From an optimization exercise on the open Yosys and OpenROAD flow, aimed at small area, a short achievable clock period and few clock cycles per item; shortcuts taken in it are not production practice.
No functional check of the RTL was part of any run shown here.
Power is estimated from default activity; no workload was simulated.

[design/flow/config.mk]
export PLATFORM = sky130hd
export DESIGN_NAME = ssaf_chdec
export DESIGN_NICKNAME = ssaf_chdec
export VERILOG_FILES = /design/flow/design.v
export SDC_FILE = /design/flow/constraint.sdc
export NUM_CORES = 4
export LEC_CHECK = 0
export ABC_CLOCK_PERIOD_IN_PS = 4000
export CAP_MARGIN = 20
export CORE_MARGIN = 2
export CORE_UTILIZATION = 40
export PLACE_DENSITY = 0.6
export SETUP_SLACK_MARGIN = 5
export SLEW_MARGIN = 20
[design/flow/constraint.sdc]
create_clock -name core_clock -period 10.0 [get_ports {clk}]
set_input_delay 2.0000 -clock core_clock [delete_from_list [all_inputs] [get_ports {clk}]]
set_output_delay 2.0000 -clock core_clock [all_outputs]
set_load 0.01 [all_outputs]
[design/flow/design.v]
module ssaf_chdec (
    input  wire        clk,
    input  wire        rst,         
    input  wire        cmd_valid,
    output wire        cmd_ready,
    input  wire [31:0] cmd_s,
    input  wire [31:0] cmd_d,
    input  wire        k_valid,
    output wire        k_ready,
    input  wire [5:0]  k_data,
    input  wire        d_valid,
    output wire        d_ready,
    input  wire [31:0] d_off,
    input  wire [31:0] d_len,
    input  wire        in_valid,
    output wire        in_ready,
    input  wire [31:0] in_data,
    output reg         out_valid,
    input  wire        out_ready,
    output reg  [31:0] out_data,
    output reg         out_last
);
    integer i;
    function [31:0] pand32;
        input [31:0] x;
        integer l, j;
        reg [31:0] r;
        begin
            r = x;
            for (l = 0; l < 5; l = l + 1)
                for (j = 0; j < 32; j = j + 1)
                    if ((j >> l) & 1)
                        r[j] = r[j] & r[((j >> l) << l) - 1];
            pand32 = r;
        end
    endfunction
    function [31:0] inc32;
        input [31:0] x;
        reg [31:0] c;
        begin
            c = pand32(x);
            inc32 = x ^ {c[30:0], 1'b1};
        end
    endfunction
    function [31:0] dec32;
        input [31:0] x;
        reg [31:0] c;
        begin
            c = pand32(~x);
            dec32 = x ^ {c[30:0], 1'b1};
        end
    endfunction
    function [15:0] carries16;
        input [15:0] a, b;
        input        cin;
        integer l, j;
        reg [15:0] g, t;
        begin
            g = a & b;
            t = a ^ b;
            g[0] = g[0] | (t[0] & cin);
            for (l = 0; l < 4; l = l + 1)
                for (j = 0; j < 16; j = j + 1)
                    if ((j >> l) & 1) begin
                        g[j] = g[j] | (t[j] & g[((j >> l) << l) - 1]);
                        t[j] = t[j] & t[((j >> l) << l) - 1];
                    end
            carries16 = g;
        end
    endfunction
    function [15:0] add16;
        input [15:0] a, b;
        input        cin;
        reg [15:0] c;
        begin
            c = carries16(a, b, cin);
            add16 = a ^ b ^ {c[14:0], cin};
        end
    endfunction
    reg        busy;         
    reg        cack;         
    reg        dack;         
    reg [31:0] pos;          
    reg [31:0] d_left;       
    reg        s_end;        
    reg        d_end;        
    reg        in_run;       
    reg [11:0] cidx;         
    reg        q0v, q1v;
    reg [3:0]  q0, q1;
    wire [31:0] pos_inc  = inc32(pos);
    wire [31:0] d_dec    = dec32(d_left);
    wire [31:0] cidx_inc = inc32({20'd0, cidx});
    wire [31:0] rx  = d_off ^ d_len ^ pos_inc;
    wire [31:0] rk  = (d_off & d_len) | ((d_off | d_len) & ~pos_inc);
    wire run_end    = (rx == {rk[30:0], 1'b0});
    wire desc_ok = busy && !d_end && d_valid && !dack;
    wire need_d  = busy && !d_end && !(d_valid && !dack);
    wire zrun    = desc_ok && (in_run || (pos == d_off));
    wire len0    = (d_len == 32'd0);
    wire sq_zero = zrun && !len0;
    wire zskip   = zrun && len0;
    wire sq_lit  = busy && !need_d && !zrun && !s_end;
    wire done    = busy && d_end && s_end;
    wire push    = (sq_zero || sq_lit) && !q1v;
    wire last    = (pos_inc == cmd_s);
    wire [3:0] push_d = {sq_zero, last, (pos[31:1] == 31'd0),
                         sq_lit && (cidx == 12'd0)};
    assign cmd_ready = cack;
    assign d_ready   = dack;
    reg [31:0] wa, wb;
    reg        hsel;
    reg        v0, v1;       
    reg [4:0]  p;
    reg [5:0]  k;
    reg        in_rem;       
    reg        drop;         
    reg        tv;
    reg        t_comp;       
    reg        t_uk;         
    reg        t_r;          
    reg        t_acc;        
    reg [31:0] t_w;          
    reg [4:0]  t_u;          
    reg [4:0]  t_sh;         
    reg        t_first, t_last;
    reg        zv;
    reg        zacc;         
    reg [31:0] z;
    reg        zfirst, zlast;
    reg [15:0] tp;
    wire out_free = !out_valid || out_ready;
    wire zfree    = !zv || out_free;
    wire tfree    = !tv || zfree;
    wire h_zero  = q0[3];
    wire h_last  = q0[2];
    wire h_first = q0[1];
    wire h_newk  = q0[0];
    assign k_ready  = q0v && !h_zero && h_newk && !tv;
    assign in_ready = !v1;
    wire [31:0] w0 = hsel ? wb : wa;
    wire [31:0] w1 = hsel ? wa : wb;
    wire [63:0] B  = {w0, w1};
    wire [46:0] f1 = p[4] ? B[47:1]  : B[63:17];
    wire [38:0] f2 = p[3] ? f1[38:0] : f1[46:8];
    wire [34:0] f3 = p[2] ? f2[34:0] : f2[38:4];
    wire [32:0] f4 = p[1] ? f3[32:0] : f3[34:2];
    wire [31:0] W  = p[0] ? f4[31:0] : f4[32:1];
    wire [31:0] pmask = {32{1'b1}} << p;          
    reg  [63:0] zr;
    always @(*)
        for (i = 0; i < 64; i = i + 1)
            zr[i] = !B[63 - i] && ((i >= 32) ? v1 : (v0 && pmask[i]));
    reg [31:0] e1f; reg [31:0] e1q;
    reg [15:0] e2f; reg [31:0] e2q;
    reg [7:0]  e3f; reg [23:0] e3q;
    reg [3:0]  e4f; reg [15:0] e4q;
    reg [1:0]  e5f; reg [9:0]  e5q;
    reg        found;
    reg [5:0]  q;
    always @(*) begin
        for (i = 0; i < 32; i = i + 1) begin
            e1f[i] = zr[2*i] | zr[2*i+1];
            e1q[i] = !zr[2*i];
        end
        for (i = 0; i < 16; i = i + 1) begin
            e2f[i] = e1f[2*i] | e1f[2*i+1];
            e2q[2*i +: 2] = e1f[2*i] ? {1'b0, e1q[2*i]} : {1'b1, e1q[2*i+1]};
        end
        for (i = 0; i < 8; i = i + 1) begin
            e3f[i] = e2f[2*i] | e2f[2*i+1];
            e3q[3*i +: 3] = e2f[2*i] ? {1'b0, e2q[4*i +: 2]} : {1'b1, e2q[4*i+2 +: 2]};
        end
        for (i = 0; i < 4; i = i + 1) begin
            e4f[i] = e3f[2*i] | e3f[2*i+1];
            e4q[4*i +: 4] = e3f[2*i] ? {1'b0, e3q[6*i +: 3]} : {1'b1, e3q[6*i+3 +: 3]};
        end
        for (i = 0; i < 2; i = i + 1) begin
            e5f[i] = e4f[2*i] | e4f[2*i+1];
            e5q[5*i +: 5] = e4f[2*i] ? {1'b0, e4q[8*i +: 4]} : {1'b1, e4q[8*i+4 +: 4]};
        end
        found = e5f[0] | e5f[1];
        q     = e5f[0] ? {1'b0, e5q[4:0]} : {1'b1, e5q[9:5]};
    end
    wire        k32    = k[5];
    wire [63:0] m_inw  = {~pmask, 32'hFFFFFFFF};
    wire [63:0] m_e    = v1 ? ({64{1'b1}} >> k) : ({32'd0, 32'hFFFFFFFF} >> k);
    wire [63:0] m_sh   = {33'd0, 31'h7FFFFFFF} >> k;
    wire [15:0] kp     = add16({11'd0, p}, {11'd0, ~k[4:0]}, 1'b0);    
    wire [63:0] m_w    = ~({64{1'b1}} << kp[5:0]) | ({63'd0, 1'b1} << kp[5:0]);
    wire in_w   = |(zr & m_inw);
    wire fit_w  = !k32 && |(zr & m_w);
    wire fit_e  = |(zr & m_e);
    wire sh_f   = !(|(zr & m_sh));
    wire sh_t   = !(|zr[30:0]);
    wire w_all  = v1 || (p == 5'd0);                            
    wire [15:0] pk = add16({11'd0, p}, {10'd0, k}, 1'b0);       
    wire rem_ok = v1 || !pk[5] || (pk[4:0] == 5'd0);              
    wire h_lit   = q0v && !h_zero && !h_newk && v0 && !drop;
    wire go      = tfree && h_lit;
    wire c_full  = go && !in_rem && in_w && fit_w && fit_e;
    wire c_term  = go && !in_rem && in_w && !fit_w;
    wire c_acc   = go && !in_rem && !in_w && w_all;
    wire c_rem   = go && in_rem && rem_ok;
    wire c_zero  = tfree && q0v && h_zero && !drop;
    wire pop     = c_full || c_rem || c_zero || (c_term && (k == 6'd0));
    wire [4:0]  k1   = k[4:0] + 5'd1;
    wire [15:0] qk1  = add16({11'd0, q[4:0]}, {11'd0, k1}, 1'b0);   
    wire [15:0] qp1  = add16({11'd0, q[4:0]}, 16'd0, 1'b1);         
    reg  [4:0] pn;
    reg        sh1;
    always @(*) begin
        pn  = p;
        sh1 = 1'b0;
        if (c_full) begin
            pn  = qk1[4:0];
            sh1 = sh_f;
        end else if (c_term) begin
            pn  = qp1[4:0];
            sh1 = sh_t;
        end else if (c_acc) begin
            sh1 = 1'b1;
        end else if (c_rem) begin
            pn  = pk[4:0];
            sh1 = pk[5];
        end else if (drop) begin
            pn  = 5'd0;
            sh1 = (p != 5'd0);
        end
    end
    wire fw = in_valid && !v1;
    wire [15:0] shf = add16({11'd0, kp[4:0]}, {11'h7FF, ~q[4:0]}, 1'b1);
    wire [4:0]  shr = ~k[4:0] + 5'd1;
    wire [15:0] uq  = add16({11'd0, q[4:0]}, {11'h7FF, ~p}, 1'b1);
    wire [31:0] rraw  = t_w >> t_sh;
    wire [31:0] kmask = ~({32{1'b1}} << k);      
    wire [31:0] k32m  = {kmask[26:0], 5'h1F};    
    wire [31:0] uk    = {27'd0, t_u} << k;
    wire [31:0] base  = zacc ? z : 32'd0;
    wire [31:0] zsum  = base | (t_uk ? uk : 32'd0) | (t_r ? (rraw & kmask) : 32'd0);
    wire [31:0] zinc  = inc32(base | k32m);       
    wire        take  = tv && zfree;
    wire [31:0] e   = (z >> 1) ^ {32{z[0]}};
    wire [15:0] tm  = zfirst ? 16'd0 : tp;
    wire [15:0] ysum = add16(tp, e[15:0], 1'b0);
    wire [15:0] pa  = {tm[14:0], 1'b0};
    wire [15:0] pb  = {e[14:0], 1'b0};
    wire [15:0] pc  = ~out_data[15:0];
    wire [15:0] ps  = pa ^ pb ^ pc;
    wire [15:0] pcy = (pa & pb) | (pa & pc) | (pb & pc);
    wire [15:0] tnext = add16(ps, {pcy[14:0], 1'b1}, 1'b0);
    always @(posedge clk) begin
        if (rst) begin
            busy      <= 1'b0;
            cack      <= 1'b0;
            dack      <= 1'b0;
            in_run    <= 1'b0;
            q0v       <= 1'b0;
            q1v       <= 1'b0;
            v0        <= 1'b0;
            v1        <= 1'b0;
            hsel      <= 1'b0;
            p         <= 5'd0;
            in_rem    <= 1'b0;
            drop      <= 1'b0;
            tv        <= 1'b0;
            zv        <= 1'b0;
            zacc      <= 1'b0;
            out_valid <= 1'b0;
        end else begin
            cack <= 1'b0;
            dack <= 1'b0;
            if (cmd_valid && !busy && !cack) begin
                busy   <= 1'b1;
                pos    <= 32'd0;
                d_left <= cmd_d;
                cidx   <= 12'd0;
                s_end  <= (cmd_s == 32'd0);
                d_end  <= (cmd_d == 32'd0);
                in_run <= 1'b0;
            end
            if (done) begin
                busy <= 1'b0;
                cack <= 1'b1;
            end
            if (zskip || (push && sq_zero && run_end)) begin
                dack  <= 1'b1;
                d_left <= d_dec;
                d_end  <= (d_left == 32'd1);
            end
            if (push) begin
                pos   <= pos_inc;
                s_end <= last;
                if (sq_lit)
                    cidx <= cidx_inc[11:0];
                if (sq_zero)
                    in_run <= !run_end;
            end
            if (pop) begin
                q0v <= q1v || push;
                q0  <= q1v ? q1 : push_d;
                q1v <= 1'b0;
            end else begin
                if (!q0v)
                    q0 <= push_d;
                else if (!q1v)
                    q1 <= push_d;
                q0v <= q0v || push;
                q1v <= q1v || (q0v && push);
                if (k_valid && k_ready)
                    q0[0] <= 1'b0;
            end
            if (k_valid && k_ready)
                k <= k_data;
            drop <= pop && h_last;
            p    <= pn;
            v0   <= sh1 ? (v1 || fw) : (v0 || fw);
            v1   <= !sh1 && (v1 || (fw && v0));
            hsel <= hsel ^ sh1;
            if (fw && (v0 == hsel))
                wa <= in_data;
            if (fw && (v0 != hsel))
                wb <= in_data;
            if (c_term && (k != 6'd0))
                in_rem <= 1'b1;
            else if (c_rem)
                in_rem <= 1'b0;
            if (take)
                tv <= 1'b0;
            if (tfree) begin
                t_w     <= W;
                t_u     <= uq[4:0];
                t_sh    <= in_rem ? shr : shf[4:0];
                t_first <= h_first;
                t_last  <= h_last;
            end
            if (c_full || c_term || c_acc || c_rem || c_zero) begin
                tv     <= 1'b1;
                t_comp <= pop;
                t_uk   <= c_full || c_term;
                t_r    <= c_full || c_rem;
                t_acc  <= c_acc;
            end
            if (zv && out_free)
                zv <= 1'b0;
            if (take) begin
                z      <= t_acc ? zinc : zsum;
                zv     <= t_comp;
                zacc   <= !t_comp;
                zfirst <= t_first;
                zlast  <= t_last;
            end
            if (out_valid && out_ready)
                out_valid <= 1'b0;
            if (zv && out_free) begin
                out_valid <= 1'b1;
                out_last  <= zlast;
                tp        <= tnext;
                out_data  <= zfirst ? e : {{16{ysum[15]}}, ysum};
            end
        end
    end
endmodule
[design/flow/flow/run.sh]
#!/bin/bash
# The standard layout (standard.sh: the standard synthesis and ORFS
# steps), with the port buffers made of buf_2 cells instead of the delay
# buffers buffer_ports picks by default. make's output goes to
# standard_make.log; each ORFS step keeps its own log under orfs/logs/.
set -euo pipefail
bash standard.sh finish "BUFFER_PORTS_ARGS=-buffer_cell sky130_fd_sc_hd__buf_2" > standard_make.log 2>&1
[design/flow/standard.sh]
#!/bin/bash
# synth_recipe.tcl (not shown) runs the flow's synth.tcl, then flattens the netlist and writes it again
# the make line also repeats each setting of config.mk as NAME=value (left out here)
make -C /OpenROAD-flow-scripts/flow DESIGN_CONFIG=/design/flow/config.mk WORK_HOME=/design/flow/orfs CLKGATE_MAP_FILE= SYNTH_SCRIPT=/design/flow/synth_recipe.tcl "${@:-finish}"
==> results of run 1 <==
-- cells in the mapped netlist, types with 20 or more instances --
master | instances | area (um2)
nor2_1 | 190 | 713
o21ai_0 | 204 | 1020
o22ai_1 | 25 | 156
a31oi_1 | 42 | 263
mux2_2 | 49 | 552
and2_1 | 24 | 150
a21oi_1 | 150 | 751
buf_2 | 24 | 120
nand3_1 | 95 | 475
nand2b_1 | 21 | 131
xor2_1 | 96 | 841
buf_1 | 41 | 154
ha_1 | 69 | 863
nor2b_1 | 44 | 275
mux2i_1 | 147 | 1470
inv_1 | 182 | 683
o211ai_1 | 31 | 233
edfxtp_1 | 287 | 8620
clkbuf_1 | 122 | 458
nand4_1 | 65 | 407
fa_1 | 63 | 1260
dfxtp_1 | 20 | 400
mux4_2 | 36 | 811
and3_1 | 38 | 238
xnor2_1 | 141 | 1230
a21o_1 | 26 | 195
nor3_1 | 49 | 245
a211oi_1 | 40 | 300
nand2_1 | 378 | 1420
nor4_1 | 60 | 375
-- sequential cells by signal (all words and copies together) (netlist names), 12 cells and up --
signal / count
pos: 32
t_w: 32
z: 32
d_left: 32
cidx: 12
wa: 32
out_data: 32
wb: 32
tp: 16
-- how the worst max path moves through the flow --
stage	slack, ns	to	from
2_1_floorplan	4.96	pos[0]	d_off[31]
5_1_grt	4.99	p[4]	hsel
3_5_place_dp	3.68	q1[3]	k[3]
4_1_cts	4.91	t_uk	k[3]
3_3_place_gp	3.67	q1[1]	k[3]
6_report	5.06	t_uk	k[4]
-- where the power goes --
part | internal, W | total (W) | switching (W) | leakage [nW]
Clock | 0.000844 | 0.00143 | 0.000589 | 0.617
Sequential | 0.00146 | 0.00153 | 0.0000690 | 2.85
Combinational | 0.000346 | 0.000903 | 0.000557 | 8.42
-- area by class of cell --
| class | instances | share of cell area (%) |
|---|---|---|
| diodes | 2 | 0.0158 |
| clock buffers | 41 | 2.96 |
| clock inverters | 27 | 1.08 |
| inverters | 188 | 2.27 |
| multi-input cells | 2382 | 54.7 |
| flip-flops and latches | 307 | 28.5 |
| well taps | 882 | 3.48 |
| repair buffers | 328 | 6.98 |
-- layer usage --
| layer | up-vias | track usage, % | wire [um] |
|---|---|---|---|
| met3 | 398 | 6.76 | 10500 |
| met1 | 12200 | 36.9 | 41200 |
| met4 | 2 | 13.3 | 5870 |
| li1 | 11600 | - | - |
| met2 | 1481 | 44.0 | 45400 |
| met5 | - | 0 | 14 |
-- critical path, stage by stage, from the launching register on --
cell	delay [ns]
edfxtp_1	0.33
buf_4	0.51
nand2_1	0.56
nor2_2	0.56
maj3_1	0.27
nor2_1	0.04
or4_1	0.48
nor4b_1	0.57
nand3_1	0.53
o21ai_2	0.43
and3b_1	0.28
nor2_4	0.06
-- stage by stage --
step / cell area, um2 / total power [W] / utilization (%) / setup slack, ns
3_3_place_gp: 29400 / 0.00241 / 43.0 / 3.67
3_5_place_dp: 29400 / 0.00240 / 43.0 / 3.68
5_1_grt: 31700 / 0.00401 / 46.4 / 4.99
2_1_floorplan: 27600 / 0.00210 / - / 4.96
6_report: 31700 / 0.00387 / 46.4 / 5.06
4_1_cts: 31100 / 0.00386 / 45.6 / 4.91
-- cell families (layout without fill, tap and decap cells) --
family	Yosys count	in the layout
AO/OA/AOI/OAI	722	724
XOR/XNOR	238	238
adder cells (fa/ha/maj)	135	135
buffers and inverters	388	584
flip-flops	307	307
multiplexers	232	232
other	0	2
AND/OR/NAND/NOR	1053	1053
-- timing repair --
action / CTS / global route
endpoints found under the setup margin: 139 / 142
cloned: 3 / 4
gates resized for setup: 50 / 64
hold buffers: 0 / 0
pin swaps: 10 / 17
setup buffers: 23 / 29
==> results by group, run 1 <==
Synth
  – Mapped Area: 0.0275 mm2
  – Post-synthesis adder-cell area fraction: between 7 and 8%
  – Mux cell area share after synthesis: 10.3%
  – Post-Synth Simple-Gate Area: 18.7%
  – Number of flops mapped to enable cells by yosys: 287
  – Synth Area in XOR/XNOR: 7.60%
  – Synth Area in Compound Gates: 17.1%
  – Yosys synthesis warning count: 1
  – Yosys reg bits: 307
  – Mapped Cells: 3075
  – Top FF cell, synth: edfxtp_1
  – Syn Area/Cell: 8.95 um2
  – Synth cell types: 102
  – Mapped Nets: 3380
  – Largest family of logic cells by synthesized area: simple AND/OR/NAND/NOR gates
  – Ys async rst share: 0%
  – Register area share after synthesis: 32.8%

Place
  – Dpl cells: around 4000
  – DP Wirelength: 76.5 mm
  – Gpl congestion: 1.08
  – IO Port Bufs: 210

Critical path
  – R2R depth: 11
  – Reg2reg end: t_uk
  – Critical Path AT: about 5.2 ns
  – Flop2flop setup slack: about 5.1 ns
  – Crit. End Element: flip-flop
  – CP required: 10.30 ns
  – Critical Path Start Type: flip-flop
  – Reg2reg start: k[4]
  – CP Max Fanout: 46
  – Setup CP Type: flip-flop to flip-flop

Finish
  – Layout fillers: 6599
  – Filler-free cell count of the finished design: 4157
  – Multi-input logic area: 0.0174 mm2
  – Register area: 0.00904 mm2
  – Leading cell type in the layout, fill and taps excluded: nand2_1
  – Layout area overhead: 15.3%
  – Share of cells above drive strength 1: between 10% and 20%
  – Fin nets: 3549
  – Most frequent cells in the layout: 375 x nand2_1, 287 x edfxtp_1, 210 x buf_2

Floorplanning
  – Initial core utilization: 40.3%
  – Die H: around 270 um
  – Ports: around 210
  – Num rows: 96
  – Die ar.: 0.0710 mm2
  – Core area: 0.0683 mm2
  – Die Width: ~270 um

STA
  – Slew HR: 17.9%
  – Worst Skew: 0.0355 ns
  – Final Hold Viols: 0
  – Worst-Margin Slew: 1.22 ns
  – # setup viols final: 0
  – Max-slew violations: 0
  – Fmax: 202 MHz
  – RSZ-0062 raised after global routing: no
  – Worst hold slack: roughly 0.42 ns
  – Fin crit share: 49.4%
  – Min Tclk post-route: roughly 5 ns
  – TNS Setup: 0 ns

Power
  – Power per cell area: between 100 and 150 mW/mm2
  – P_leak: 11.9 nW
  – Max VDD drop: between 0.09 and 0.1 mV

Hold path
  – Hold_sp: t_first
  – Hold WC Path Type: flip-flop to flip-flop
  – Hold endpoint: zfirst
  – Hold path depth: 0

Routing
  – Total wire length: 103 mm
  – Via count: 25700
  – Initial drt markers: about 3500
  – Wire per inst: 24.8 um
  – Initial DRT Pass Iterations: 9
  – Drc violations: 0
  – Routed Antenna Nets: 0
  – Post-DR vias/cell: 6.19

Clock tree
  – CTS clk-pin slew, worst paths: 0.06 ns
  – CTS buffer count: 37
  – H-Tree Depth: 2
  – Root buffer cell: clkbuf_16
  – Clk buf depth: 3
  – CTS tree: built
  – Sink Count: between 300 and 400
  – Clk latency of the worst-skew pair: 0.59 ns

Run
  – # Max-Cap Violations: 0

GRT
  – GRT Util Overall: 28.2%
  – Overflow left after global routing: 0
  – Vias in the first global route: 24300
  – Global-route wire length before repair: 153 mm
  – Largest net degree at the start of global routing: 73
  – Initial antenna violation count: 2

Outcome
  – Outcome: complete, no violations
==> run 2, diff against run 1 <==
==> design/flow/flow/run.sh (replaced) <==
#!/bin/bash
# The standard layout (standard.sh: the standard synthesis and ORFS
# steps), with the port buffers made of buf_2 cells instead of the delay
# buffers buffer_ports picks by default, and timing repair asked for 5.5 ns
# of setup slack. make's output goes to standard_make.log; each ORFS step
# keeps its own log under orfs/logs/.
set -euo pipefail
bash standard.sh finish "BUFFER_PORTS_ARGS=-buffer_cell sky130_fd_sc_hd__buf_2" \
    SETUP_SLACK_MARGIN=5.5 > standard_make.log 2>&1
--- a/design/flow/config.mk
+++ b/design/flow/config.mk
@@ -10,5 +10,4 @@
 export CORE_MARGIN = 2
 export CORE_UTILIZATION = 40
 export PLACE_DENSITY = 0.6
-export SETUP_SLACK_MARGIN = 5
 export SLEW_MARGIN = 20
==> results by group, run 2 <==
Outcome
  – Outcome: complete, no violations

Clock tree
  – CTS tree: built
  – CTS buffer count: 36 (-2.7%)
  – Clk latency of the worst-skew pair: 0.58 ns (about the same)
  – H-Tree Depth: 2 (unchanged)
  – Root buffer cell: clkbuf_16
  – CTS clk-pin slew, worst paths: 0.06 ns (about the same)
  – Clk buf depth: 3 (unchanged)
  – Sink Count: 307 (unchanged)

Synth
  – Most common cell in the netlist: nand2_1
  – Register area share after synthesis: 32.8% (unchanged)
  – Largest area contributor in the netlist: edfxtp_1
  – Synth top area share: 31.3% (unchanged)
  – Mapped Area: 0.0275 mm2 (unchanged)
  – Ys async rst share: 0% (unchanged)
  – Syn Area/Cell: 8.95 um2 (unchanged)
  – Synth cell types: 102 (unchanged)
  – Mapped Nets: 3380 (unchanged)
  – Mapped Cells: 3075 (unchanged)
  – Area contributors post-synth: edfxtp_1 31%, mux2i_1 5.3%, nand2_1 5.2%
  – Post-synth top cells: 378 x nand2_1, 287 x edfxtp_1, 204 x o21ai_0, 190 x nor2_1, 182 x inv_1
  – Top FF cell, synth: edfxtp_1
  – Number of flops mapped to enable cells by yosys: 287 (unchanged)
  – Yosys reg bits: 307 (unchanged)
  – Yosys synthesis warning count: 1 (unchanged)

Finish
  – Layout fillers: 6396 (-3.1%)
  – Most frequent cells in the layout: 344 x nand2_1, 287 x edfxtp_1, 210 x buf_2
  – Fin nets: 3656 (+3.0%)
  – Share of cells above drive strength 1: 24.1% (+6.0 points)
  – Filler-free cell count of the finished design: 4261 (+2.5%)
  – Layout area overhead: 23.0%
  – Leading cell type in the layout, fill and taps excluded: nand2_1

Critical path
  – Critical Path AT: 4.90 ns (-0.34 ns)
  – Reg2reg start: p[2]
  – Setup CP Type: flip-flop to flip-flop
  – CP required: 10.25 ns (-0.05 ns)
  – Critical Path Start Type: flip-flop
  – Worst Setup SP: p[2]
  – CP Max Fanout: 22 (-52%)
  – Crit. End Element: flip-flop

Floorplanning
  – Die Width: 266 um (unchanged)
  – Core area: 0.0683 mm2 (unchanged)
  – Die ar.: 0.0710 mm2 (unchanged)
  – Num rows: 96 (unchanged)
  – Die H: 266 um (unchanged)
  – Initial core utilization: 40.3% (unchanged)
  – Ports: 211 (unchanged)

STA
  – TNS Setup: 0 ns (unchanged)
  – # setup viols final: 0 (unchanged)
  – Worst Skew: 0.0341 ns (-0.00133 ns)
  – Worst-Margin Slew: 1.18 ns (-0.0459 ns)
  – Max-slew violations: 0 (unchanged)
  – Fin crit share: 46.5% (-2.9 points)
  – Min Tclk post-route: 4.65 ns (-0.290 ns)
  – RSZ-0062 raised after global routing: yes
  – Fmax: 215 MHz (+6.2%)
  – Slew HR: 19.2% (+1.3 points)
  – Final Hold Viols: 0 (unchanged)

Hold path
  – Hold WC Path Type: flip-flop to flip-flop
  – Hold_sp: t_last

Run
  – # Max-Cap Violations: 0 (unchanged)

Routing
  – Drc violations: 0 (unchanged)
  – Post-DR vias/cell: 6.26 (+1.1%)
  – Via count: 26700 (+3.6%)
  – Routed Antenna Nets: 0 (unchanged)
  – Initial drt markers: 3271 (-6.9%)
  – Initial DRT Pass Iterations: 9 (unchanged)
  – Total wire length: 111 mm (+8.0%)
  – Wire per inst: 26.1 um (+5.3%)

Power
  – P_leak: 12.9 nW (+8.1%)
  – Total power: 0.00395 W (+2.2%)
  – Power per cell area: 117 mW/mm2 (-4.3%)
  – Max VDD drop: 0.106 mV (+17%)

GRT
  – Initial antenna violation count: 4 (+2)
  – Largest net degree at the start of global routing: 63 (-14%)
  – GRT Util Overall: 30.3% (+2.1 points)
  – Overflow left after global routing: 0 (unchanged)
  – Global-route wire length before repair: 162 mm (+6.0%)
  – Vias in the first global route: 25400 (+4.6%)

Place
  – IO Port Bufs: 210 (unchanged)
  – DP Wirelength: 78.4 mm (+2.5%)
  – Dpl cells: 4029 (+0.025%)
  – Gpl congestion: 1.03 (-4.4%)
-- run 2: logic make-up after synthesis --
kind of cell             Yosys count  share of synthesized area, %
AND/OR/NAND/NOR                 1053                          18.7
AO/OA/AOI/OAI                    722                          17.1
buffers and inverters            388                          5.77
flip-flops                       307                          32.8
XOR/XNOR                         238                          7.60
multiplexers                     232                          10.3
adder cells (fa/ha/maj)          135                          7.82
-- run 2: repair_timing --
action                                  in CTS  in global routing
cloned                                      14                  8
resized for setup                          145                173
endpoints found under the setup margin     181                126
pin swaps                                   36                 80
hold buffers                                 0                  0
buffers inserted                            84                 60
-- run 2: final cells by class --
cell class	instances	area [um2]	share of cell area, %
multi-input combinational	2382	18200	53.7
timing repair buffer	436	3550	10.5
inverter	188	741	2.19
antenna	2	5.00	0.0148
sequential	307	9040	26.7
clock buffer	43	948	2.80
clock inverter	21	300	0.887
tap	882	1100	3.26
-- run 2: routing by layer --
layer	vias to the layer above	share of wire (%)	wire [um]	track usage [%]
li1	11900	-	-	-
met1	12800	39	43300	39.2
met2	1577	44	48900	46.6
met3	445	11	11800	7.62
met4	6	6.4	7070	16.6
met5	-	0.039	43	0
-- run 2: worst paths after layout --
| check | to | slack [ns] | depth (start not counted) |
|---|---|---|---|
| hold / removal | zlast | 0.43 | 0 |
| hold reg to reg | zlast | 0.43 | 0 |
| setup reg to reg | q1[0] | 5.35 | 15 |
| setup / recovery | q1[0] | 5.35 | 15 |
-- run 2: stage by stage --
stage	hold slack, ns	worst slack (ns)	instance area, um2	utilization, %
after floorplan	0.400	5.16	27700	-
after global placement	0.402	3.71	29500	43.1
after CTS	0.437	5.38	32500	47.6
final	0.432	5.35	33900	49.6
after detailed placement	0.408	3.66	29500	43.1
after global routing	0.440	5.22	33900	49.5
-- run 2: worst max-delay path: stages (launching register included) --
cell and delay [ns]:
dfxtp_4 0.44, buf_12 0.19, inv_1 0.07, buf_6 0.19
fa_2 0.70, buf_4 0.14, nand2b_2 0.15, nor2_2 0.14
o21ai_0 0.09, o31a_1 0.30, or4_1 0.53, or4_4 0.55
o21ba_4 0.25, a31oi_4 0.23, nand2_2 0.12, nor2_4 0.18
-- run 2: report_power, final --
group / switching, W / internal [W]
clock: 0.000569 / 0.000862
combinational: 0.000608 / 0.000392
sequential: 0.0000600 / 0.00146
total: 0.00124 / 0.00272
==> run 3, diff against run 2 <==
--- a/design/flow/design.v
+++ b/design/flow/design.v
@@ -112,6 +112,7 @@
     reg        hsel;
     reg        v0, v1;       
     reg [4:0]  p;
+    reg [4:0]  p_f;          
     reg [5:0]  k;
     reg        in_rem;       
     reg        drop;         
@@ -141,11 +142,11 @@
     wire [31:0] w0 = hsel ? wb : wa;
     wire [31:0] w1 = hsel ? wa : wb;
     wire [63:0] B  = {w0, w1};
-    wire [46:0] f1 = p[4] ? B[47:1]  : B[63:17];
-    wire [38:0] f2 = p[3] ? f1[38:0] : f1[46:8];
-    wire [34:0] f3 = p[2] ? f2[34:0] : f2[38:4];
-    wire [32:0] f4 = p[1] ? f3[32:0] : f3[34:2];
-    wire [31:0] W  = p[0] ? f4[31:0] : f4[32:1];
+    wire [46:0] f1 = p_f[4] ? B[47:1]  : B[63:17];
+    wire [38:0] f2 = p_f[3] ? f1[38:0] : f1[46:8];
+    wire [34:0] f3 = p_f[2] ? f2[34:0] : f2[38:4];
+    wire [32:0] f4 = p_f[1] ? f3[32:0] : f3[34:2];
+    wire [31:0] W  = p_f[0] ? f4[31:0] : f4[32:1];
     wire [31:0] pmask = {32{1'b1}} << p;          
     reg  [63:0] zr;
     always @(*)
@@ -249,6 +250,8 @@
     wire [15:0] ps  = pa ^ pb ^ pc;
     wire [15:0] pcy = (pa & pb) | (pa & pc) | (pb & pc);
     wire [15:0] tnext = add16(ps, {pcy[14:0], 1'b1}, 1'b0);
+    always @(posedge clk)
+        p_f <= pn;
     always @(posedge clk) begin
         if (rst) begin
             busy      <= 1'b0;
@@ -296,6 +299,8 @@
                 if (sq_zero)
                     in_run <= !run_end;
             end
+            if (!q1v)
+                q1 <= push_d;
             if (pop) begin
                 q0v <= q1v || push;
                 q0  <= q1v ? q1 : push_d;
@@ -303,8 +308,6 @@
             end else begin
                 if (!q0v)
                     q0 <= push_d;
-                else if (!q1v)
-                    q1 <= push_d;
                 q0v <= q0v || push;
                 q1v <= q1v || (q0v && push);
                 if (k_valid && k_ready)
==> design/flow/flow/run.sh (replaced) <==
#!/bin/bash
# The standard layout (standard.sh: the standard synthesis and ORFS
# steps), with the port buffers made of buf_2 cells instead of the delay
# buffers buffer_ports picks by default. make's output goes to
# standard_make.log; each ORFS step keeps its own log under orfs/logs/.
set -euo pipefail
bash standard.sh finish "BUFFER_PORTS_ARGS=-buffer_cell sky130_fd_sc_hd__buf_2" > standard_make.log 2>&1
--- a/design/flow/config.mk
+++ b/design/flow/config.mk
@@ -10,4 +10,5 @@
 export CORE_MARGIN = 2
 export CORE_UTILIZATION = 40
 export PLACE_DENSITY = 0.6
+export SETUP_SLACK_MARGIN = 5
 export SLEW_MARGIN = 20
==> results by group, run 3 <==
STA
  – Fmax: 205 MHz (-4.6%)
  – Final Hold Viols: 0 (unchanged)
  – RSZ-0062 raised after global routing: no
  – Slew HR: 34.7% (+16 points)
  – # setup viols final: 0 (unchanged)
  – Min Tclk post-route: 4.88 ns (+0.225 ns)
  – TNS Setup: 0 ns (unchanged)
  – Worst Skew: 0.0342 ns (+0.00000630 ns)
  – Fin crit share: 48.8% (+2.2 points)
  – Max-slew violations: 0 (unchanged)
  – Worst-Margin Slew: 0.979 ns (-0.200 ns)

Finish
  – Fin nets: 3585 (-1.9%)
  – Leading cell type in the layout, fill and taps excluded: nand2_1
  – Most frequent cells in the layout: 389 x nand2_1, 287 x edfxtp_1, 210 x buf_2
  – Layout area overhead: 14.0%
  – Final Util: 46.0% (-3.6 points)
  – Share of cells above drive strength 1: 16.3% (-7.8 points)
  – Filler-free cell count of the finished design: 4253 (-0.19%)

Clock tree
  – Clk buf depth: 3 (unchanged)
  – H-Tree Depth: 2 (unchanged)
  – Root buffer cell: clkbuf_16
  – Clk latency of the worst-skew pair: 0.59 ns (about the same)
  – Sink Count: 312 (+1.6%)
  – CTS buffer count: 40 (+11%)
  – CTS tree: built
  – CTS clk-pin slew, worst paths: 0.06 ns (about the same)
  – CTS Hold Bufs: 0 (unchanged)

Power
  – Clk pwr share: 36.8% (+0.6 points)
  – Sw Pwr: 0.00132 W (+6.5%)
  – Sequential share of power: 38.7% (+0.2 points)
  – Max VDD drop: 0.0969 mV (-8.3%)
  – Internal power: 0.00273 W (+0.41%)
  – P_leak: 11.9 nW (-7.5%)
  – Switching part of the total: 32.6% (+1.3 points)
  – Power per cell area: 126 mW/mm2 (+8.0%)
  – Comb pwr share: 24.4% (-0.9 points)
  – Total power: 0.00405 W (+2.3%)

Hold path
  – Hold WC Path Type: flip-flop to flip-flop
  – Hold path depth: 0 (unchanged)
  – Hold_sp: zlast
  – Hold endpoint: out_last

GRT
  – Vias in the first global route: 24400 (-4.0%)
  – Global-route wire length before repair: 154 mm (-4.7%)
  – Overflow left after global routing: 0 (unchanged)
  – Initial antenna violation count: 4 (unchanged)
  – Largest net degree at the start of global routing: 83 (+32%)
  – GRT Util Overall: 27.4% (-3.0 points)

Synth
  – Top FF cell, synth: edfxtp_1
  – Most common cell in the netlist: nand2_1
  – Largest family of logic cells by synthesized area: simple AND/OR/NAND/NOR gates
  – Mapped Area: 0.0281 mm2 (+2.2%)
  – Register area share after synthesis: 32.4% (-0.35 points)
  – Mux cell area share after synthesis: 12.3% (+2.0 points)
  – Syn Area/Cell: 9.01 um2 (+0.67%)
  – Yosys synthesis warning count: 1 (unchanged)
  – Synth Area in XOR/XNOR: 7.29% (-0.31 points)
  – Yosys reg bits: 312 (+1.6%)
  – Ys async rst share: 0% (unchanged)
  – Number of flops mapped to enable cells by yosys: 287 (unchanged)
  – Largest area contributor in the netlist: edfxtp_1
  – Mapped Cells: 3122 (+1.5%)
  – Area contributors post-synth: edfxtp_1 31%, mux2i_1 7.6%, nand2_1 5.2%
  – Post-synth top cells: 389 x nand2_1, 287 x edfxtp_1, 214 x mux2i_1, 209 x o21ai_0, 188 x inv_1
  – Post-synthesis adder-cell area fraction: 7.66% (-0.17 points)
  – Synth Area in Compound Gates: 17.1% (-0.018 points)
  – Synth cell types: 102 (unchanged)
  – Synth top area share: 30.6% (-0.68 points)
  – Mapped Nets: 3427 (+1.4%)
  – Post-Synth Simple-Gate Area: 17.6% (-1.1 points)

Critical path
  – Flop2flop setup slack: 5.12 ns (-0.22 ns)
  – Max incr delay on CP: 0.51 ns (-0.19 ns)
  – Buffers & Inverters on Critical Path: 4 (unchanged)
  – Critical Path Start Type: flip-flop
  – Setup CP Type: flip-flop to flip-flop
  – CP required: 10.46 ns (+0.21 ns)
  – Crit. End Element: flip-flop
  – Critical Path Most Common Cell: inv_1
  – Top Family by Delay on Critical Path: simple AND/OR/NAND/NOR gates
  – R2R depth: 20 (+5)
  – Crit-path cells: buf_16, mux2i_1, nand3_1, nand2b_1, nor4b_4, nand2_2, a31oi_1, a2111o_1, inv_1, ha_1, inv_1, fa_1, inv_1, a21o_1, a21oi_1, xnor2_1, xnor2_1, nor4_1, a31o_1, and2_1
  – CP max-delay cell: dfxtp_4
  – Crit. path cell count: 20 (+5)
  – CP Max Fanout: 38 (+73%)
  – Reg2reg start: hsel
  – Reg2reg end: p[4]
  – Critical Path AT: 5.33 ns (+0.43 ns)

Routing
  – Initial drt markers: 2874 (-12%)
  – Routed Antenna Nets: 0 (unchanged)
  – Wire per inst: 24.2 um (-7.2%)
  – Post-DR vias/cell: 6.07 (-2.9%)
  – Total wire length: 103 mm (-7.3%)
  – Initial DRT Pass Iterations: 8 (-1)
  – Drc violations: 0 (unchanged)
  – Via count: 25800 (-3.1%)

Floorplanning
  – Die H: 269 um (+1.1%)
  – Ports: 211 (unchanged)
  – Initial core utilization: 40.3% (about the same)
  – Num rows: 97 (+1.0%)
  – Die Width: 269 um (+1.1%)
  – Core area: 0.0698 mm2 (+2.1%)
  – Die ar.: 0.0725 mm2 (+2.2%)

Run
  – # Max-Cap Violations: 0 (unchanged)

Place
  – Dpl cells: 4129 (+2.5%)
  – DP Wirelength: 77.3 mm (-1.3%)
  – IO Port Bufs: 210 (unchanged)
  – Gpl congestion: 1.02 (-1.0%)

Outcome
  – Outcome: complete, no violations
[run 3: cells by family (layout without fill, tap and decap cells)]
| group | count (synthesis) | in the layout |
|---|---|---|
| compound gates | 742 | 744 |
| xor+xnor | 231 | 231 |
| fa+ha+maj | 135 | 135 |
| buf+inv | 389 | 576 |
| flops | 312 | 312 |
| mux | 290 | 290 |
| other cells | 0 | 1 |
| simple gates | 1023 | 1024 |
[run 3: per-stage QoR]
stage	setup slack, ns	cell area, um2	hold WS, ns
2_1_floorplan	5.00	28200	0.400
3_3_place_gp	3.41	30000	0.407
3_5_place_dp	3.28	30000	0.422
4_1_cts	5.00	31700	0.439
5_1_grt	4.97	32100	0.445
6_report	5.12	32100	0.433
[run 3: area by class of cell]
class                           count  area, um2
Antenna cell                        1       2.50
Clock buffer                       50       1080
Clock inverter                     24        294
Fill cell                        6796      37700
Inverter                          197        752
Multi-Input combinational cell   2424      17700
Sequential cell                   312       9130
Tap cell                          940       1180
Timing Repair Buffer              305       1910
[run 3: what timing repair did]
action	in CTS	in global routing
cloned	4	1
gates resized for setup	26	38
endpoints found under the setup margin	154	130
pin swaps	8	18
buffers inserted	14	29
[run 3: per-layer routing]
metal / global-route usage, % / up-vias / wire, um
met5: 0 / - / 57
met4: 11.5 / 8 / 4800
met2: 42.1 / 1363 / 45800
met3: 4.83 / 312 / 9230
met1: 37.9 / 12300 / 43200
li1: - / 11800 / -
[run 3: worst max path at each step]
| stage | to | from |
|---|---|---|
| after CTS | p[4] | p[1] |
| final | p[4] | hsel |
| after global routing | d_left[2] | pos[1] |
| after floorplan | pos[0] | d_off[31] |
| after detailed placement | pos[6] | d_off[31] |
| after global placement | pos[5] | d_off[31] |
[run 3: power groups by stage]
stage / clock network [W] / logic [W] / registers, W
detailed placement: 0 / 0.000932 / 0.00159
finish: 0.00149 / 0.000987 / 0.00157
CTS: 0.00152 / 0.000948 / 0.00156
floorplan: 0 / 0.000639 / 0.00155
global placement: 0 / 0.000938 / 0.00159
global route: 0.00157 / 0.00106 / 0.00157
==> run 4, diff against run 3 <==
--- a/design/flow/config.mk
+++ b/design/flow/config.mk
@@ -5,7 +5,7 @@
 export SDC_FILE = /design/flow/constraint.sdc
 export NUM_CORES = 4
 export LEC_CHECK = 0
-export ABC_CLOCK_PERIOD_IN_PS = 4000
+export ABC_AREA = 1
 export CAP_MARGIN = 20
 export CORE_MARGIN = 2
 export CORE_UTILIZATION = 40
==> results by group, run 4 <==
Finish
  – Finished Cell Area: 0.0314 mm2 (-2.3%)
  – Fin nets: 4505 (+26%)
  – Layout fillers: 7290 (+7.3%)
  – Leading cell type in the layout, fill and taps excluded: nand2_1
  – Most frequent cells in the layout: 1276 x nand2_1, 462 x inv_1, 398 x nor2_1
  – Filler-free cell count of the finished design: 5160 (+21%)
  – Layout area overhead: 12.0%
  – Final Util: 45.5% (-0.50 points)
  – Share of cells above drive strength 1: 9.56% (-6.7 points)

Routing
  – Total wire length: 104 mm (+0.55%)
  – Drc violations: 0 (unchanged)
  – Post-DR vias/cell: 5.44 (-10%)
  – Initial drt markers: 3079 (+7.1%)
  – Wire per inst: 20.1 um (-17%)
  – Routed Antenna Nets: 0 (unchanged)
  – Via count: 28100 (+8.8%)
  – Initial DRT Pass Iterations: 8 (unchanged)

STA
  – RSZ-0062 raised after global routing: yes
  – Final Hold Viols: 0 (unchanged)
  – # setup viols final: 0 (unchanged)
  – Worst-Margin Slew: 1.10 ns (+0.121 ns)
  – TNS Setup: 0 ns (unchanged)
  – Fmax: 204 MHz (-0.31%)
  – Min Tclk post-route: 4.89 ns (+0.0154 ns)
  – Fin crit share: 48.9% (+0.15 points)
  – Slew HR: 26.4% (-8.4 points)
  – Worst Skew: 0.0210 ns (-0.0132 ns)
  – Max-slew violations: 0 (unchanged)

Clock tree
  – H-Tree Depth: 2 (unchanged)
  – CTS buffer count: 38 (-5.0%)
  – CTS tree: built
  – CTS clk-pin slew, worst paths: 0.06 ns (about the same)
  – Root buffer cell: clkbuf_16
  – Clk latency of the worst-skew pair: 0.58 ns (about the same)
  – Sink Count: 312 (unchanged)
  – Clk buf depth: 3 (unchanged)
  – CTS Hold Bufs: 0 (unchanged)

GRT
  – Initial antenna violation count: 2 (-2)
  – Global-route wire length before repair: 155 mm (+0.46%)
  – Largest net degree at the start of global routing: 57 (-31%)
  – Vias in the first global route: 26200 (+7.2%)
  – GRT Util Overall: 28.2% (+0.85 points)
  – Overflow left after global routing: 0 (unchanged)

Synth
  – Syn Area/Cell: 6.90 um2 (-23%)
  – Register area share after synthesis: 32.6% (+0.18 points)
  – Mux cell area share after synthesis: 1.90% (-10 points)
  – Synth Area in XOR/XNOR: 4.69% (-2.6 points)
  – Top FF cell, synth: edfxtp_1
  – Yosys reg bits: 312 (unchanged)
  – Most common cell in the netlist: nand2_1
  – Mapped Area: 0.0280 mm2 (-0.55%)
  – Synth top area share: 30.8% (+0.17 points)
  – Post-Synth Simple-Gate Area: 32.4% (+15 points)
  – Post-synthesis adder-cell area fraction: 7.59% (-0.065 points)
  – Synth cell types: 70 (-31%)
  – Post-synth top cells: 1277 x nand2_1, 463 x inv_1, 408 x nor2_1, 327 x o21ai_0, 287 x edfxtp_1
  – Mapped Nets: 4363 (+27%)
  – Largest area contributor in the netlist: edfxtp_1
  – Ys async rst share: 0% (unchanged)
  – Yosys synthesis warning count: 1 (unchanged)
  – Synth Area in Compound Gates: 11.8% (-5.3 points)
  – Mapped Cells: 4058 (+30%)
  – Largest family of logic cells by synthesized area: simple AND/OR/NAND/NOR gates
  – Number of flops mapped to enable cells by yosys: 287 (unchanged)
  – Area contributors post-synth: edfxtp_1 31%, nand2_1 17%, inv_1 6.2%

Critical path
  – Reg2reg start: p[4]
  – Setup CP Type: flip-flop to flip-flop
  – Flop2flop setup slack: 5.11 ns (-0.02 ns)
  – Max incr delay on CP: 0.45 ns (-0.06 ns)
  – R2R depth: 21 (+5.0%)
  – CP required: 10.44 ns (-0.02 ns)
  – Crit. path cell count: 21 (+5.0%)
  – Top Family by Delay on Critical Path: simple AND/OR/NAND/NOR gates
  – Critical Path AT: 5.33 ns (about the same)
  – Crit-path cells: buf_4, inv_2, a21oi_1, nor2_1, nor3_2, nand2_1, nor2_1, nand2_2, inv_2, nand2_1, nand3_1, inv_1, ha_1, inv_1, fa_1, inv_1, fa_1, xor2_1, or2_2, nand2_1, nor2_1
  – CP max-delay cell: a21oi_1
  – Critical Path End: p[3]
  – Reg2reg end: p[3]
  – Critical Path Start Type: flip-flop
  – Buffers & Inverters on Critical Path: 6 (+2)
  – CP Max Fanout: 16 (-58%)
  – Worst Setup SP: p[4]
  – Crit. End Element: flip-flop

Power
  – Total power: 0.00396 W (-2.1%)
  – Max VDD drop: 0.107 mV (+10%)
  – Power per cell area: 126 mW/mm2 (+0.19%)
  – P_leak: 14.5 nW (+22%)

Floorplanning
  – Die Width: 269 um (-0.27%)
  – Num rows: 96 (-1.0%)
  – Die ar.: 0.0721 mm2 (-0.54%)
  – Initial core utilization: 40.6% (+0.27 points)
  – Core area: 0.0689 mm2 (-1.2%)
  – Ports: 211 (unchanged)
  – Die H: 269 um (-0.27%)

Place
  – IO Port Bufs: 210 (unchanged)
  – Dpl cells: 5073 (+23%)
  – Gpl congestion: 1.05 (+2.9%)
  – DP Wirelength: 80.8 mm (+4.5%)
  – DP Area: 0.0298 mm2 (-0.46%)

Hold path
  – Hold WC Path Type: flip-flop to flip-flop

Run
  – # Max-Cap Violations: 0 (unchanged)

Outcome
  – Outcome: complete, no violations
run 4: kinds of logic (layout without fill, tap and decap cells):
family,count (synthesis),count (layout)
xor+xnor,150,150
flops,312,312
compound gates,595,597
buf+inv,651,817
mux,53,53
other cells,0,2
simple gates,2165,2166
fa+ha+maj,132,132
run 4: final cells by class:
cell class,count,area [um2],area share [%]
inverter,486,1840,5.86
clock inverter,21,224,0.714
antenna,2,5.00,0.0160
multi-input combinational,3098,16500,52.6
tap,931,1160,3.71
sequential,312,9130,29.1
clock buffer,46,1000,3.20
timing repair buffer,264,1510,4.81
run 4: report_power, final:
part           switching, W  total [W]  internal [W]
Combinational      0.000703    0.00102      0.000313
Sequential        0.0000506    0.00155       0.00150
Clock              0.000580    0.00140      0.000820
Total               0.00133    0.00396       0.00263
run 4: timing repair:
action                                 CTS  global route
pin swaps                                5             4
setup endpoints to repair              133           106
setup buffers                            9             6
cloned                                   2             1
resized for setup                       12            24
endpoints found under the hold margin    0             0
run 4: per-layer routing:
metal / vias to the layer above / wire length, um / global-route usage, %
met5: - / 26 / 0
met4: 4 / 3860 / 10.1
met3: 258 / 9250 / 6.37
met2: 1180 / 47700 / 46.7
met1: 13000 / 42800 / 36.1
li1: 13600 / - / -
run 4: worst min path at each step:
| stage | from | to | slack (ns) | cells after the start |
|---|---|---|---|---|
| global route | zlast | out_last | 0.43 | 0 |
| CTS | zlast | out_last | 0.42 | 0 |
| detailed placement | zlast | out_last | 0.41 | 0 |
| global placement | zlast | out_last | 0.40 | 0 |
| floorplan | zlast | out_last | 0.40 | 0 |
| finish | zlast | out_last | 0.42 | 0 |
run 4: stage by stage:
stage | worst slack [ns] | hold WS (ns)
floorplan | 5.19 | 0.400
global placement | 3.90 | 0.403
detailed placement | 3.82 | 0.406
CTS | 4.88 | 0.422
global route | 4.88 | 0.431
finish | 5.11 | 0.419
==> run 5, diff against run 4 <==
--- a/design/flow/design.v
+++ b/design/flow/design.v
@@ -148,54 +148,43 @@
     wire [32:0] f4 = p_f[1] ? f3[32:0] : f3[34:2];
     wire [31:0] W  = p_f[0] ? f4[31:0] : f4[32:1];
     wire [31:0] pmask = {32{1'b1}} << p;          
-    reg  [63:0] zr;
-    always @(*)
-        for (i = 0; i < 64; i = i + 1)
-            zr[i] = !B[63 - i] && ((i >= 32) ? v1 : (v0 && pmask[i]));
-    reg [31:0] e1f; reg [31:0] e1q;
-    reg [15:0] e2f; reg [31:0] e2q;
-    reg [7:0]  e3f; reg [23:0] e3q;
-    reg [3:0]  e4f; reg [15:0] e4q;
-    reg [1:0]  e5f; reg [9:0]  e5q;
-    reg        found;
-    reg [5:0]  q;
+    wire [31:0] zw    = ~W & (v1 ? 32'hFFFFFFFF : pmask);
+    reg [15:0] l1f; reg [15:0] l1q;
+    reg [7:0]  l2f; reg [15:0] l2q;
+    reg [3:0]  l3f; reg [11:0] l3q;
+    reg [1:0]  l4f; reg [7:0]  l4q;
+    reg        in_w;
+    reg [4:0]  hj;
     always @(*) begin
-        for (i = 0; i < 32; i = i + 1) begin
-            e1f[i] = zr[2*i] | zr[2*i+1];
-            e1q[i] = !zr[2*i];
-        end
         for (i = 0; i < 16; i = i + 1) begin
-            e2f[i] = e1f[2*i] | e1f[2*i+1];
-            e2q[2*i +: 2] = e1f[2*i] ? {1'b0, e1q[2*i]} : {1'b1, e1q[2*i+1]};
+            l1f[i] = zw[2*i+1] | zw[2*i];
+            l1q[i] = zw[2*i+1];
         end
         for (i = 0; i < 8; i = i + 1) begin
-            e3f[i] = e2f[2*i] | e2f[2*i+1];
-            e3q[3*i +: 3] = e2f[2*i] ? {1'b0, e2q[4*i +: 2]} : {1'b1, e2q[4*i+2 +: 2]};
+            l2f[i] = l1f[2*i+1] | l1f[2*i];
+            l2q[2*i +: 2] = l1f[2*i+1] ? {1'b1, l1q[2*i+1]} : {1'b0, l1q[2*i]};
         end
         for (i = 0; i < 4; i = i + 1) begin
-            e4f[i] = e3f[2*i] | e3f[2*i+1];
-            e4q[4*i +: 4] = e3f[2*i] ? {1'b0, e3q[6*i +: 3]} : {1'b1, e3q[6*i+3 +: 3]};
+            l3f[i] = l2f[2*i+1] | l2f[2*i];
+            l3q[3*i +: 3] = l2f[2*i+1] ? {1'b1, l2q[4*i+2 +: 2]} : {1'b0, l2q[4*i +: 2]};
         end
         for (i = 0; i < 2; i = i + 1) begin
-            e5f[i] = e4f[2*i] | e4f[2*i+1];
-            e5q[5*i +: 5] = e4f[2*i] ? {1'b0, e4q[8*i +: 4]} : {1'b1, e4q[8*i+4 +: 4]};
+            l4f[i] = l3f[2*i+1] | l3f[2*i];
+            l4q[4*i +: 4] = l3f[2*i+1] ? {1'b1, l3q[6*i+3 +: 3]} : {1'b0, l3q[6*i +: 3]};
         end
-        found = e5f[0] | e5f[1];
-        q     = e5f[0] ? {1'b0, e5q[4:0]} : {1'b1, e5q[9:5]};
+        in_w = l4f[1] | l4f[0];
+        hj   = l4f[1] ? {1'b1, l4q[7:4]} : {1'b0, l4q[3:0]};
     end
+    wire [4:0] u = ~hj;                           
     wire        k32    = k[5];
-    wire [63:0] m_inw  = {~pmask, 32'hFFFFFFFF};
-    wire [63:0] m_e    = v1 ? ({64{1'b1}} >> k) : ({32'd0, 32'hFFFFFFFF} >> k);
-    wire [63:0] m_sh   = {33'd0, 31'h7FFFFFFF} >> k;
-    wire [15:0] kp     = add16({11'd0, p}, {11'd0, ~k[4:0]}, 1'b0);    
-    wire [63:0] m_w    = ~({64{1'b1}} << kp[5:0]) | ({63'd0, 1'b1} << kp[5:0]);
-    wire in_w   = |(zr & m_inw);
-    wire fit_w  = !k32 && |(zr & m_w);
-    wire fit_e  = |(zr & m_e);
-    wire sh_f   = !(|(zr & m_sh));
-    wire sh_t   = !(|zr[30:0]);
+    wire [15:0] pk     = add16({11'd0, p}, {10'd0, k}, 1'b0);       
+    wire [31:0] m_k    = {32{1'b1}} << k;
+    wire [31:0] m_pk   = pk[5] ? 32'd0 : ({32{1'b1}} << pk[4:0]);
+    wire fit_w  = |(zw & m_k);
+    wire fit_e  = v1 || |(zw & m_pk);
+    wire sh_f   = !(|(zw & {m_pk[30:0], 1'b0}));
+    wire sh_t   = !(|(zw & {pmask[30:0], 1'b0}));
     wire w_all  = v1 || (p == 5'd0);                            
-    wire [15:0] pk = add16({11'd0, p}, {10'd0, k}, 1'b0);       
     wire rem_ok = v1 || !pk[5] || (pk[4:0] == 5'd0);              
     wire h_lit   = q0v && !h_zero && !h_newk && v0 && !drop;
     wire go      = tfree && h_lit;
@@ -205,9 +194,9 @@
     wire c_rem   = go && in_rem && rem_ok;
     wire c_zero  = tfree && q0v && h_zero && !drop;
     wire pop     = c_full || c_rem || c_zero || (c_term && (k == 6'd0));
-    wire [4:0]  k1   = k[4:0] + 5'd1;
-    wire [15:0] qk1  = add16({11'd0, q[4:0]}, {11'd0, k1}, 1'b0);   
-    wire [15:0] qp1  = add16({11'd0, q[4:0]}, 16'd0, 1'b1);         
+    wire [15:0] pk1  = add16({11'd0, p}, {10'd0, k}, 1'b1);         
+    wire [15:0] qk1  = add16({11'd0, pk1[4:0]}, {11'd0, u}, 1'b0);  
+    wire [15:0] qp1  = add16({11'd0, p}, {11'd0, u}, 1'b1);         
     reg  [4:0] pn;
     reg        sh1;
     always @(*) begin
@@ -230,9 +219,8 @@
         end
     end
     wire fw = in_valid && !v1;
-    wire [15:0] shf = add16({11'd0, kp[4:0]}, {11'h7FF, ~q[4:0]}, 1'b1);
+    wire [15:0] shf = add16({11'd0, ~k[4:0]}, {11'h7FF, ~u}, 1'b1);
     wire [4:0]  shr = ~k[4:0] + 5'd1;
-    wire [15:0] uq  = add16({11'd0, q[4:0]}, {11'h7FF, ~p}, 1'b1);
     wire [31:0] rraw  = t_w >> t_sh;
     wire [31:0] kmask = ~({32{1'b1}} << k);      
     wire [31:0] k32m  = {kmask[26:0], 5'h1F};    
@@ -332,7 +320,7 @@
                 tv <= 1'b0;
             if (tfree) begin
                 t_w     <= W;
-                t_u     <= uq[4:0];
+                t_u     <= u;
                 t_sh    <= in_rem ? shr : shf[4:0];
                 t_first <= h_first;
                 t_last  <= h_last;
==> results by group, run 5 <==
Critical path
  – CP max-delay cell: or4_4
  – Setup CP Type: flip-flop to flip-flop
  – Crit-path cells: ha_2, nand3_2, nor2_2, nand2_2, nor2_4, nand4_4, or2_4, nor2_4, nand2_2, nor2_4, ha_4, fa_1, a21oi_2, o221a_2, nand4_1, or4_4, nor2_4, nand3_2, o21ai_2, nand3_2, buf_12, a21oi_4, buf_6, buf_16
  – Max incr delay on CP: 0.51 ns (+0.06 ns)
  – Reg2reg start: pos[1]
  – Critical Path Most Common Cell: nor2_4
  – Critical Path AT: 5.20 ns (-0.13 ns)
  – Crit. End Element: flip-flop
  – Worst Setup SP: pos[1]
  – CP required: 10.27 ns (-0.17 ns)
  – Critical Path Start Type: flip-flop
  – CP Max Fanout: 4 (-12)

Synth
  – Register area share after synthesis: 35.2% (+2.6 points)
  – Largest area contributor in the netlist: edfxtp_1
  – Yosys synthesis warning count: 1 (unchanged)
  – Mapped Area: 0.0259 mm2 (-7.3%)
  – Ys async rst share: 0% (unchanged)
  – Mapped Nets: 3830 (-12%)
  – Area contributors post-synth: edfxtp_1 33%, nand2_1 13%, nand3_1 9.9%
  – Number of flops mapped to enable cells by yosys: 287 (unchanged)
  – Most common cell in the netlist: nand2_1
  – Top FF cell, synth: edfxtp_1
  – Post-synth top cells: 924 x nand2_1, 514 x nand3_1, 414 x inv_1, 287 x edfxtp_1, 256 x nor2_1
  – Yosys reg bits: 312 (unchanged)
  – Synth cell types: 74 (+5.7%)
  – Syn Area/Cell: 7.35 um2 (+6.6%)
  – Mapped Cells: 3529 (-13%)
  – Synth top area share: 33.2% (+2.4 points)

STA
  – Fmax: 203 MHz (-0.64%)
  – TNS Setup: 0 ns (unchanged)
  – Slew HR: 40.3% (+14 points)
  – Final Hold Viols: 0 (unchanged)
  – RSZ-0062 raised after global routing: no
  – Worst Skew: 0.0214 ns (+0.000427 ns)
  – Fin crit share: 49.2% (+0.31 points)
  – Worst-Margin Slew: 0.891 ns (-0.210 ns)
  – Min Tclk post-route: 4.92 ns (+0.0314 ns)
  – Max-slew violations: 0 (unchanged)
  – # setup viols final: 0 (unchanged)

Routing
  – Drc violations: 0 (unchanged)
  – Via count: 24900 (-11%)
  – Routed Antenna Nets: 0 (unchanged)
  – Wire per inst: 18.7 um (-6.9%)
  – Initial DRT Pass Iterations: 6 (-2)
  – Post-DR vias/cell: 5.42 (-0.48%)
  – Total wire length: 86.0 mm (-17%)
  – Initial drt markers: 2401 (-22%)

Clock tree
  – CTS Hold Bufs: 0 (unchanged)
  – Clk buf depth: 3 (unchanged)
  – Root buffer cell: clkbuf_16
  – Clk latency of the worst-skew pair: 0.57 ns (about the same)
  – CTS tree: built
  – Sink Count: 312 (unchanged)
  – CTS buffer count: 39 (+2.6%)
  – CTS clk-pin slew, worst paths: 0.06 ns (about the same)
  – H-Tree Depth: 2 (unchanged)

Finish
  – Fin nets: 4020 (-11%)
  – Final Util: 46.1% (+0.65 points)
  – Share of cells above drive strength 1: 12.8% (+3.3 points)
  – Leading cell type in the layout, fill and taps excluded: nand2_1
  – Layout area overhead: 14.2%
  – Most frequent cells in the layout: 921 x nand2_1, 510 x nand3_1, 410 x inv_1
  – Layout fillers: 6582 (-9.7%)

Floorplanning
  – Core area: 0.0642 mm2 (-6.8%)
  – Num rows: 93 (-3.1%)
  – Die Width: 259 um (-3.7%)
  – Ports: 211 (unchanged)
  – Die H: 259 um (-3.7%)
  – Initial core utilization: 40.4% (-0.21 points)
  – Die ar.: 0.0669 mm2 (-7.2%)

GRT
  – Overflow left after global routing: 0 (unchanged)
  – GRT Util Overall: 25.4% (-2.8 points)
  – Vias in the first global route: 23500 (-10%)
  – Initial antenna violation count: 7 (+5)
  – Largest net degree at the start of global routing: 65 (+14%)
  – Global-route wire length before repair: 133 mm (-14%)

Place
  – DP Wirelength: 67.1 mm (-17%)
  – Gpl congestion: 0.983 (-6.1%)
  – IO Port Bufs: 210 (unchanged)

Run
  – # Max-Cap Violations: 0 (unchanged)

Power
  – Power per cell area: 122 mW/mm2 (-3.5%)
  – P_leak: 13.3 nW (-8.4%)
  – Max VDD drop: 0.0997 mV (-6.6%)
  – Total power: 0.00361 W (-8.8%)

Hold path
  – Hold_sp: zlast
  – Hold WC Path Type: flip-flop to flip-flop

Outcome
  – Outcome: complete, no violations
==> run 5: changes by cell type after synthesis, sizes merged, moves of 11 or more <==
cell,previous run,this run
inv,476,426
nand2,1285,942
nor2,415,276
nand3,272,522
clkbuf,107,70
mux2i,53,10
xnor2,69,52
or2,12,23
o21ai,353,221
==> run 5: power by group <==
| part | internal, W | total [W] | switching [W] |
|---|---|---|---|
| registers | 0.00149 | 0.00152 | 0.0000391 |
| clock network | 0.000828 | 0.00139 | 0.000565 |
| logic | 0.000232 | 0.000693 | 0.000461 |
| total | 0.00255 | 0.00361 | 0.00106 |
==> run 5: per-layer routing <==
| layer | up-vias | global-route usage (%) | part of all wire (%) |
|---|---|---|---|
| met5 | - | 0 | 0.080 |
| met4 | 12 | 9.89 | 4.2 |
| met3 | 182 | 3.95 | 6.9 |
| met2 | 940 | 41.2 | 46 |
| met1 | 11600 | 34.0 | 43 |
| li1 | 12200 | - | - |
==> run 5: logic make-up (layout without fill, tap and decap cells) <==
family / after synthesis / in the layout / share of synthesized area, %
AND/OR/NAND/NOR: 1930 / 1930 / 33.2
buffers and inverters: 572 / 789 / 9.00
AO/OA/AOI/OAI: 438 / 439 / 9.61
flip-flops: 312 / 312 / 35.2
XOR/XNOR: 139 / 139 / 4.69
adder cells (fa/ha/maj): 128 / 128 / 8.00
multiplexers: 10 / 10 / 0.386
other: 0 / 1 / 0
==> run 5: path summary, 6_finish.rpt <==
check                    end  slack (ns)  depth (start not counted)
setup reg to reg  d_left[25]        5.08                         24
hold reg to reg     out_last        0.41                          0
hold / removal      out_last        0.41                          0
setup / recovery  d_left[25]        5.08                         24
==> run 5: final cells by class <==
class | count | area, um2 | share of cell area, %
Sequential cell | 312 | 9120 | 30.8
Inverter | 434 | 1670 | 5.65
Clock inverter | 21 | 216 | 0.730
Timing Repair Buffer | 285 | 1810 | 6.09
Multi-Input combinational cell | 2646 | 14700 | 49.7
Antenna cell | 1 | 2.50 | 0.00844
Timing Repair inverter | 1 | 7.51 | 0.0253
Tap cell | 855 | 1070 | 3.61
Clock buffer | 48 | 1020 | 3.44
==> run 5: timing repair <==
action / CTS / global route
pin swaps: 4 / 22
gates resized for setup: 26 / 54
gates cloned: 5 / 1
endpoints found under the setup margin: 82 / 100
endpoints found under the hold margin: 0 / 0
setup buffers: 12 / 27
==> run 5: critical path: cells and delay by family, from the launching register on <==
kind,cells,cell delay [ns]
AOI/OAI and AO/OA,4,0.69
adders and majority gates,3,0.91
buffers and inverters,3,0.44
DFF,1,0.36
and+or+nand+nor,14,2.20
==> run 5: stage by stage <==
step / hold slack, ns / setup slack [ns] / cells / instance area (um2)
finish: 0.414 / 5.08 / 4603 / 29600
floorplan: 0.400 / 4.89 / 3529 / 26000
global route: 0.416 / 4.97 / 4602 / 29600
detailed placement: 0.408 / 3.85 / 4488 / 27600
global placement: 0.407 / 3.92 / 4488 / 27600
CTS: 0.409 / 5.02 / 4574 / 29200

==> static timing again, ports no longer ideal <==
The results above use ideal ports. As a check the final layouts listed here were re-extracted and re-timed, cells and wires unchanged. Step 1 assumes that a clkbuf_16 drives the clock port and a buf_2 every other input. Step 2 times the ports against the registers' clock, not the clock port: input delays grow and output delays shrink by t, the midpoint of the rising clock arrivals with the driver on. a / b / c = no drivers / after step 1 / after step 2; a / b = the first two.
run	t (ns)	setup WS [ns]	worst hold slack (ns)	slew at the worst register clock pin (ns)
run 1	0.643	5.059 / 5.059 / 4.639	0.422 / 0.422 / 0.422	0.07 / 0.07
run 2	0.624	5.349 / 5.349 / 4.915	0.432 / 0.432 / 0.432	0.07 / 0.07
run 3	0.645	5.124 / 5.124 / 4.579	0.433 / 0.433 / 0.433	0.07 / 0.07
run 4	0.631	5.109 / 5.109 / 4.527	0.419 / 0.419 / 0.419	0.06 / 0.06
run 5	0.631	5.078 / 5.078 / 4.826	0.414 / 0.414 / 0.414	0.06 / 0.06
After both steps setup and hold are still met in every run listed. The setup slack of run 4, which loses most, moves by 0.000 ns with the drivers and by -0.582 ns with both steps.
